Source: an optimization exercise on an open RTL-to-GDS flow (aim: a short achievable clock period). Production flows keep margins and buffers that such runs may drop. Where RTL was checked, it was by simulation tests only, not by an equivalence proof against the original. The clock input has no modelled driver; a real chip could not lean on it and would need a root buffer or a full tree. No activity file was given, so power comes from the tool's default toggle rates.

==> inputs of run a <==
==> flow/design.v (excerpt) <==
module midi4cx3_core (
    input  wire       clk,
    input  wire       rst,         
    input  wire       scan_clk,    
    input  wire       scan_data,   
    input  wire       scan_sync,   
    input  wire       pedal,       
    input  wire       tx_ready,    
    output reg  [7:0] tx_data,
    output reg        tx_wr
);
Settings: LEC_CHECK=0, CAP_MARGIN=20, CORE_MARGIN=2, CORE_UTILIZATION=50, SLEW_MARGIN=20, SYNTH_HIERARCHICAL=1; clock period 8.0 ns.
standard.sh (not shown) runs the stock make flow with config.mk's settings and CLKGATE_MAP_FILE= SYNTH_SCRIPT=/design/flow/synth_recipe.tcl, a recipe that flattens the netlist after the stock synthesis.
==> flow/flow/run.sh <==
#!/bin/bash
set -euo pipefail
export MARGIN=${MARGIN:-6}
export LEAF_CELL=sky130_fd_sc_hd__clkinv_8 LEAF_MAX=24 MID_CELL=sky130_fd_sc_hd__clkinv_16
export RES=$PWD/orfs/results/sky130hd/midi4cx3_core/base
export FLOWDIR=$PWD/flow
bash standard.sh SETUP_SLACK_MARGIN=$MARGIN place > make_place.log 2>&1
openroad -no_init -exit flow/cts.tcl > cts.log 2>&1
bash standard.sh SETUP_SLACK_MARGIN=$MARGIN finish > make_finish.log 2>&1
Other scripts of this flow, unchanged in this note and not shown: flow/flow/clock_tree.tcl, flow/flow/cts.tcl
==> run b: changes against run a <==
--- a/flow/design.v
+++ b/flow/design.v
@@ -42,46 +42,47 @@
     wire [NS-1:0] rd_n   = {rd[NS-2:0], rd[NS-1]};
     wire [NS-1:0] wr_eff = wadv ? wr_n : wr;
     wire [NS-1:0] rd_eff = radv ? rd_n : rd;
     wire q_empty = ~wadv & ~(radv ? th[1] : th[0]);
     wire q_full  = ~radv & th[20];
     wire [6:0] note = pos[5] ? (7'd35 - {pos[5:0], 1'b0})      
                              : (7'd98 - {pos[5:0], 1'b0});     
     wire [6:0] b1_new  = p64 ? 7'h40 : note;
-    wire at64    = pos[6];
-    wire [6:0] pos_inc = at64 ? 7'd1 : pos + 7'd1;
+    wire [6:0] pos_inc = p64 ? 7'd0 : pos + 7'd1;
     wire is63    = (pos == 7'd63);
-    wire ped_d   = rot & at64;        
-    wire [2:0] off_t = tx_wr ? {off[1:0], off[2]} : off;
     wire vk_inc  = (pos <= 7'd30) | ((pos >= 7'd33) & (pos <= 7'd62));
     wire ev_ne   = event_f & ~q_empty;             
     wire ks_any  = ev_ne & idle_f & ~pz;
     wire ks_s0   = ev_ne & idle_f & pz & prev_sync;
     wire kc_d0   = ev_ne & ~p64 & ~(vk & old);
     wire kc_d1   = ev_ne & ~p64 & ~(vk & ~old);
     wire n_s1    = event_f & ~(q_empty & idle_f & ~pz);
     wire n_s0    = event_f & ~(q_empty & idle_f & (~pz | prev_sync));
     wire ev_r    = event_f & ~q_empty;
     wire ok      = svc_en & ~q_full;
     wire enq_k   = ok & vk;
     wire enq_p   = ok & p64;
-    wire e_p1    = event_f | ~pk | ~pv;
-    wire e_p0    = event_f | ~pk | pv;
-    wire       enq, rot_n, radv_n, tx_n;
+    wire [2:0] off_tx = rst_d ? 3'b001 : {off[1:0], off[2]};
+    wire [2:0] off_no = rst_d ? 3'b001 : off;
+    wire       enq, ped_slot, rot_n, radv_n, tx_n;
     wire       ev_n, idle_n, prev_clk_n, prev_sync_n, pz_n, p64_n, vk_n;
+    wire [2:0] off_n;
+    wire [6:0] pos_n;
     midi4cx3_late late (
         .rst(rst), .c(scan_clk), .d(scan_data), .s(scan_sync), .p(pedal), .r(tx_ready),
         .svc_en(svc_en), .pz(pz), .p64(p64), .vk(vk), .old(old),
         .ev(event_f), .idle(idle_f), .ev_r(ev_r), .n_s1(n_s1), .n_s0(n_s0),
         .ks_any(ks_any), .ks_s0(ks_s0), .kc_d0(kc_d0), .kc_d1(kc_d1),
-        .ped_any(~pk), .pv(pv), .e_p1(e_p1), .e_p0(e_p0), .enq_k(enq_k), .enq_p(enq_p),
-        .prev_sync(prev_sync), .is63(is63), .vk_inc(vk_inc), .off2(off_t[2]),
-        .enq(enq), .tx_n(tx_n), .radv_n(radv_n),
-        .ev_n(ev_n), .idle_n(idle_n), .pz_n(pz_n), .p64_n(p64_n),
+        .ped_any(~pk), .pv(pv), .enq_k(enq_k), .enq_p(enq_p),
+        .prev_sync(prev_sync), .pos(pos), .pos_inc(pos_inc),
+        .is63(is63), .vk_inc(vk_inc),
+        .off2_ok(off[2] & ~rst_d), .off_tx(off_tx), .off_no(off_no),
+        .enq(enq), .ped_slot(ped_slot), .tx_n(tx_n), .radv_n(radv_n), .off_n(off_n),
+        .ev_n(ev_n), .idle_n(idle_n), .pos_n(pos_n), .pz_n(pz_n), .p64_n(p64_n),
         .vk_n(vk_n), .prev_clk_n(prev_clk_n), .prev_sync_n(prev_sync_n), .rot_n(rot_n)
     );
     reg       ha_ped, ha_v, hb_ped, hb_v;
     reg [6:0] ha_b1, hb_b1;
     always @(*) begin
         ha_ped = 1'b0; ha_v = 1'b0; ha_b1 = 7'd0;
         hb_ped = 1'b0; hb_v = 1'b0; hb_b1 = 7'd0;
         for (i = 0; i < NS; i = i + 1) begin
@@ -94,56 +95,53 @@
         end
     end
     wire       h_ped = radv ? hb_ped : ha_ped;
     wire       h_v   = radv ? hb_v   : ha_v;
     wire [6:0] h_b1  = radv ? hb_b1  : ha_b1;
     wire [7:0] b0 = {1'b1, 1'b0, h_ped, h_ped | h_v, 4'h0};
     wire [7:0] b1 = {1'b0, h_b1};
     wire [7:0] b2 = h_ped ? {1'b0, {7{h_v}}} : {1'b0, h_v, 6'd0};
-    wire [7:0] hbyte = ({8{off_t[0]}} & b0) | ({8{off_t[1]}} & b1) | ({8{off_t[2]}} & b2);
+    wire [7:0] hbyte = ({8{off[0]}} & b0) | ({8{off[1]}} & b1) | ({8{off[2]}} & b2);
     always @(posedge clk) begin
         rst_d     <= rst;
+        pos       <= pos_n;
         pz        <= pz_n;
         p64       <= p64_n;
         vk        <= vk_n;
         prev_clk  <= prev_clk_n;
         prev_sync <= prev_sync_n;
         event_f   <= ev_n;
         idle_f    <= idle_n;
         tx_wr     <= tx_n;
+        off       <= off_n;
         radv      <= radv_n;
         if (rst_d) begin
-            pos  <= 7'd1;
-            off  <= 3'b001;
             wr   <= {{(NS-1){1'b0}}, 1'b1};
             rd   <= {{(NS-1){1'b0}}, 1'b1};
             th   <= 21'd0;
             wadv <= 1'b0;
         end else begin
-            if (rot)
-                pos <= pos_inc;
-            off  <= off_t;
             wr   <= wr_eff;
             rd   <= rd_eff;
             if (wadv)
                 th <= {th[19:0], 1'b1};
             else if (radv)
                 th <= {1'b0, th[20:1]};
             wadv <= enq;
         end
         if (rst_d) begin
             first <= 1'b1;
             pk    <= 1'b0;
-        end else if (ped_d) begin
+        end else if (ped_slot) begin
             first <= 1'b0;
             pk    <= 1'b1;
         end
-        if (ped_d)
-            pv <= last_p;
+        if (ped_slot)
+            pv <= pedal;
         rot    <= rot_n;
         last_d <= scan_data;
         last_p <= pedal;
         if (rot)
             ring <= {last_d, ring[63:1]};
         tx_data <= hbyte;
     end
     always @(posedge clk) begin
@@ -157,34 +155,49 @@
         end
     end
 endmodule
 module midi4cx3_late (
     input  wire       rst, c, d, s, p, r,
     input  wire       svc_en, pz, p64, vk, old,
     input  wire       ev, idle, ev_r, n_s1, n_s0,
     input  wire       ks_any, ks_s0, kc_d0, kc_d1,
-    input  wire       ped_any, pv, e_p1, e_p0, enq_k, enq_p,
-    input  wire       prev_sync, is63, vk_inc, off2,
-    output wire       enq, tx_n, radv_n,
+    input  wire       ped_any, pv, enq_k, enq_p,
+    input  wire       prev_sync,
+    input  wire [6:0] pos, pos_inc,
+    input  wire       is63, vk_inc,
+    input  wire       off2_ok,
+    input  wire [2:0] off_tx, off_no,
+    output wire       enq, ped_slot, tx_n, radv_n,
+    output wire [2:0] off_n,
     output wire       ev_n, idle_n, pz_n, p64_n, vk_n,
-    output wire       prev_clk_n, prev_sync_n, rot_n
+    output wire       prev_clk_n, prev_sync_n, rot_n,
+    output wire [6:0] pos_n
 );
     wire service = c & svc_en;
     wire kt      = vk & (d ^ old);
     wire pchg    = ped_any | (p ^ pv);
     wire sexit   = prev_sync & ~s;       
+    assign ped_slot = service & p64;
     wire   tx     = r & ~rst & (service ? (d ? kc_d1 : kc_d0)
                                         : (ks_any | (ks_s0 & ~s)));
     assign tx_n   = tx;
-    assign radv_n = tx & off2;
+    assign radv_n = tx & off2_ok;
+    assign off_n  = tx ? off_tx : off_no;
     assign enq    = service & ((enq_k & (d ^ old)) | (enq_p & pchg));
-    wire ev_sv  = p64 ? (p ? e_p1 : e_p0) : (kt | (r ? ev_r : ev));
+    wire ev_sv  = kt | (p64 & (ev | pchg)) | (~p64 & (r ? ev_r : ev));
     wire ev_nsv = r ? (s ? n_s1 : n_s0) : ev;
     assign ev_n   = ~rst & (service ? ev_sv : ev_nsv);
     assign idle_n = ~rst & (service ? (vk ? ~(d ^ old) : (~p64 | idle)) : idle);
+    assign pos_n[0] = ~rst & (pz ? sexit : (service ? pos_inc[0] : pos[0]));
+    genvar g;
+    generate
+        for (g = 1; g < 7; g = g + 1) begin : pb
+            assign pos_n[g] = ~rst & ~pz & (service ? pos_inc[g] : pos[g]);
+        end
+    endgenerate
     assign pz_n  = rst | (pz ? ~sexit : (service & p64));
     assign p64_n = ~rst & ~pz & (service ? is63 : p64);
     assign vk_n  = ~rst & (pz ? sexit : (service ? vk_inc : vk));
     assign prev_clk_n  = ~rst & c;
     assign prev_sync_n = ~rst & s;
     assign rot_n       = service;
 endmodule
==> flow/config.mk (replaced) <==
export PLATFORM = sky130hd
export DESIGN_NAME = midi4cx3_core
export DESIGN_NICKNAME = midi4cx3_core
export VERILOG_FILES = /design/flow/design.v
export SDC_FILE = /design/flow/constraint.sdc
export NUM_CORES = 4
export LEC_CHECK = 0
export CAP_MARGIN = 20
export CORE_MARGIN = 2
export CORE_UTILIZATION = 40
export SLEW_MARGIN = 20
export SYNTH_HIERARCHICAL = 1
==> run c: changes against run a <==
==> flow/config.mk (replaced) <==
export PLATFORM = sky130hd
export DESIGN_NAME = midi4cx3_core
export DESIGN_NICKNAME = midi4cx3_core
export VERILOG_FILES = /design/flow/design.v
export SDC_FILE = /design/flow/constraint.sdc
export NUM_CORES = 4
export LEC_CHECK = 0
export CAP_MARGIN = 20
export CORE_MARGIN = 2
export CORE_UTILIZATION = 40
export SLEW_MARGIN = 20
export SYNTH_HIERARCHICAL = 1
==> comparison table <==
Status: run b timing/DRC/antenna clean; run c timing/DRC/antenna clean; run a timing/DRC/antenna clean
Post-Synth Simple-Gate Area: run b 7.919%; run c 8.318%; run a 8.318%
VDD IR max: run b 0.0001248 V; run c 0.00009920 V; run a 0.0001130 V
Proportion of power drawn by flip-flops and latches: run b 71.8%; run c 71.7%; run a 71.6%
Buffers & Inverters on Critical Path: run b 3; run c 1; run a 1
Logic gate share of total power: run b 1.5%; run c 1.7%; run a 1.8%
Sequential cell area: run b 9906 um^2; run c 9936 um^2; run a 9917 um^2
Standard-cell rows: run b 69; run c 69; run a 62
Multi-input gate count: run b 586; run c 587; run a 587
Largest net degree at the start of global routing: run b 74; run c 71; run a 71
Logic depth of the worst register-to-register path: run b 10; run c 7; run a 7
Global routing met3 resource utilization: run b 3.461%; run c 3.757%; run a 4.057%
Number of stages on the worst setup path: run b 6; run c 4; run a 4
Smallest hold slack: run b 0.4182 ns; run c 0.4134 ns; run a 0.4141 ns
Design Power: run b 2.794 mW; run c 2.810 mW; run a 2.806 mW
Internal power: run b 2.147 mW; run c 2.154 mW; run a 2.155 mW
Number of violations reported at the end of detailed-routing iteration 0: run b 1299; run c 1332; run a 1395
Finished layout cell area: run b 16080 um^2; run c 15910 um^2; run a 15700 um^2
Clock tree skew after final layout: run b 0.01558 ns; run c 0.01779 ns; run a 0.02806 ns
The RTL of run b was laid out without a check of its function. No run of this note takes its clock network from TritonCTS; it comes from the design's own scripts or RTL.

-- separate check: timing with driven ports --
The results above use ideal ports. As a check the final layouts listed here were re-extracted and re-timed, cells and wires unchanged. Step 1, drivers: a clkbuf_16 drives clk and a buf_2 each remaining input, both assumed. Step 2, shift: input delay + t, output delay - t, t = (earliest + latest rising clock arrival at the registers) / 2. This alone moves slack from input paths to output paths. a / b / c = ideal ports / drivers / drivers and shift; a / b = the first two.
run	t (ns)	setup slack, ns	slew at the worst register clock pin (ns)
run a	0.403	5.649 / 5.452 / 5.435	0.09 / 0.09
run b	0.401	5.377 / 5.493 / 5.169	0.09 / 0.09
run c	0.404	5.646 / 5.510 / 5.416	0.09 / 0.09
After both steps every run listed still meets setup and hold. For run c, which loses most, drivers alone change the setup slack by -0.136 ns; drivers and shift together by -0.230 ns.
